Background: an optimization exercise with open tools, aiming at small area, a short achievable clock period and few clock cycles. Do not read the settings as production practice.
Where RTL was checked, it was by simulation tests only, not by an equivalence proof against the original.
Power is estimated from default activity; no workload was simulated.

lane 4:
==> flow/design.v (excerpt) <==
module tpfc (
    input  wire        clk,
    input  wire        rst,
    output wire        ready,
    input  wire        reg_req,
    input  wire        reg_we,
    input  wire [5:0]  reg_addr,
    input  wire [31:0] reg_wdata,
    output reg  [31:0] reg_rdata,
    input  wire        fb_req,
    input  wire        fb_we,
    input  wire [16:0] fb_addr,
    input  wire [7:0]  fb_wdata,
    output reg  [7:0]  fb_rdata,
    input  wire        cmd_valid,
    input  wire [15:0] cmd
);
    localparam integer FB_SIZE     = 40;
    localparam integer MAX_PAYLOAD = 32;
    localparam [7:0]   TPIDX_MAX   = 8'd1;
    localparam [7:0]   SYNC1       = 8'hB5;
    localparam [7:0]   SYNC2       = 8'h62;
    localparam [3:0] E_OK     = 4'd0;
    localparam [3:0] E_RATIO  = 4'd1;
    localparam [3:0] E_INDEX  = 4'd2;
    localparam [3:0] E_TRUNC  = 4'd3;
    localparam [3:0] E_SYNC   = 4'd4;
    localparam [3:0] E_LENGTH = 4'd5;
    localparam [3:0] E_CKSUM  = 4'd6;
    localparam [3:0] E_ILLEGAL= 4'd7;
    localparam [3:0] E_RANGE  = 4'd8;
    localparam [1:0] M_RANGE = 2'd0;
    localparam [1:0] M_FRAME = 2'd1;
    localparam [1:0] M_VAL   = 2'd2;
    function [15:0] csa;
        input [7:0] a, b, c;
        begin
            csa[7:0]  = a ^ b ^ c;
  ...
For scale: roughly 4500 cells after synthesis, ~49000 sq um of cells after synthesis.
Settings: LEC_CHECK=0, CAP_MARGIN=30, CORE_MARGIN=2, CORE_UTILIZATION=40, PLACE_DENSITY=0.6, SETUP_SLACK_MARGIN=4.5, SLEW_MARGIN=30; clock period 8.0 ns.
run.sh (not shown) runs the stock make flow with config.mk's settings and CLKGATE_MAP_FILE= SYNTH_SCRIPT=/design/flow/synth_recipe.tcl, a recipe that flattens the netlist after the stock synthesis.
Modified inputs, lane 1 compared to lane 4
-- flow/design.v --
<<< lane 4, line 223
    wire [7:0] rd_byte  = (fb_addr < 17'd40) ? fb[fb_addr[5:0]] : 8'd0;
    wire [7:0] yor = y[0] | y[1] | y[2] | y[3] | y[4] | y[5] | y[6] | y[7];
    wire [63:0] ra;      
    genvar k;
>>> lane 1, line 223
    wire [7:0] rd_byte  = (fb_addr < 17'd40) ? fb[fb_addr[5:0]] : 8'd0;
    wire [7:0] yor = y[0] | y[1] | y[2] | y[3] | y[4] | y[5] | y[6] | y[7];
    reg  [7:0] xq;       
    always @(posedge clk)
        xq <= yor;
    wire [63:0] ra;      
    genvar k;
<<< lane 4, line 425
            gmask <= rg_msk;
        end else begin
            if (s1) begin
                vg    <= vg_n;
                lastq <= last_n;
>>> lane 1, line 428
            gmask <= rg_msk;
        end else begin
            if (s1 && !lastq) begin
                vg    <= vg_n;
                lastq <= last_n;
<<< lane 4, line 431
                gmask <= last_n ? mask_to(ve[2:0]) : 8'hFF;
            end
            if (s2l) begin
                gsel  <= slot_of(x1_v[5:3]);
                gmask <= 8'd1 << x1_v[2:0];
            end
            if (fin) begin
                gsel  <= slot_of(x2_v[5:3]);
                gmask <= 8'd1 << x2_v[2:0];
>>> lane 1, line 434
                gmask <= last_n ? mask_to(ve[2:0]) : 8'hFF;
            end
            if (s1 && lastq) begin
                gsel  <= slot_of(x1_v[5:3]);
                gmask <= 8'd1 << x1_v[2:0];
            end
            if (s2l) begin
                gsel  <= slot_of(x2_v[5:3]);
                gmask <= 8'd1 << x2_v[2:0];
<<< lane 4, line 586
            fin <= s2l;
            if (fin) begin
                ma   <= (acc_a == yor);
                case (mode)
                    M_RANGE: begin
>>> lane 1, line 589
            fin <= s2l;
            if (fin) begin
                ma   <= (acc_a == xq);
                case (mode)
                    M_RANGE: begin
<<< lane 4, line 613
                val2 <= 1'b0;
                busy <= 1'b0;
                if (ma && ck_b == yor) begin
                    cls    <= fb[2];
                    id     <= fb[3];
>>> lane 1, line 616
                val2 <= 1'b0;
                busy <= 1'b0;
                if (ma && ck_b == xq) begin
                    cls    <= fb[2];
                    id     <= fb[3];
Of lane 1 and lane 4, it is lane 1 that has the higher number of antenna violations at the first check in global routing. Summary — sequential share of layout area, lane 1 relative to lane 4: higher, by 0.65 points. Between lane 4 and lane 1, the slew at the pin closest to its max-slew limit does not differ in any meaningful way. Both conditions hold for lane 1: the flow ran to the end and the final layout passed the timing, DRC and antenna checks. The peak clock frequency supported by timing reported for lane 1 is greater than that of lane 4 by about 11%. Overall routed net length went up by a few percent going from lane 4 to lane 1. Compared with lane 4, in lane 1 first-iteration DRC count saw a decrease; total power saw an increase.
Testbench counts of lane 1, summed over its fixed seeds: cycles 117,248.
The RTL of lane 4 was laid out without a check of its function.

separate check: timing with driven ports:
The results above use ideal ports. As a check the final layouts listed here were re-extracted and re-timed, cells and wires unchanged.
Step 1 (the two cells are an assumption about what drives the block):
set clk [get_ports {clk}]
set_driving_cell -lib_cell sky130_fd_sc_hd__clkbuf_16 $clk
set_driving_cell -lib_cell sky130_fd_sc_hd__buf_2 [delete_from_list [all_inputs] $clk]
Step 2 also shifts input and output timing later by t, the mid clock arrival at the registers, as if the neighbouring blocks saw the same clock.
Three values: ideal ports, drivers, drivers and shift; two values: the first two.
run | t (ns) | setup WS [ns] | worst setup path at the end
lane 4 | 0.819 | 4.014 / 4.014 / 3.517 | input to register
lane 1 | 0.833 | 4.416 / 4.480 / 3.647 | input to register
After both steps every run listed still meets setup and hold. The setup slack of lane 1, which loses most, moves by +0.064 ns with the drivers and by -0.769 ns with both steps.
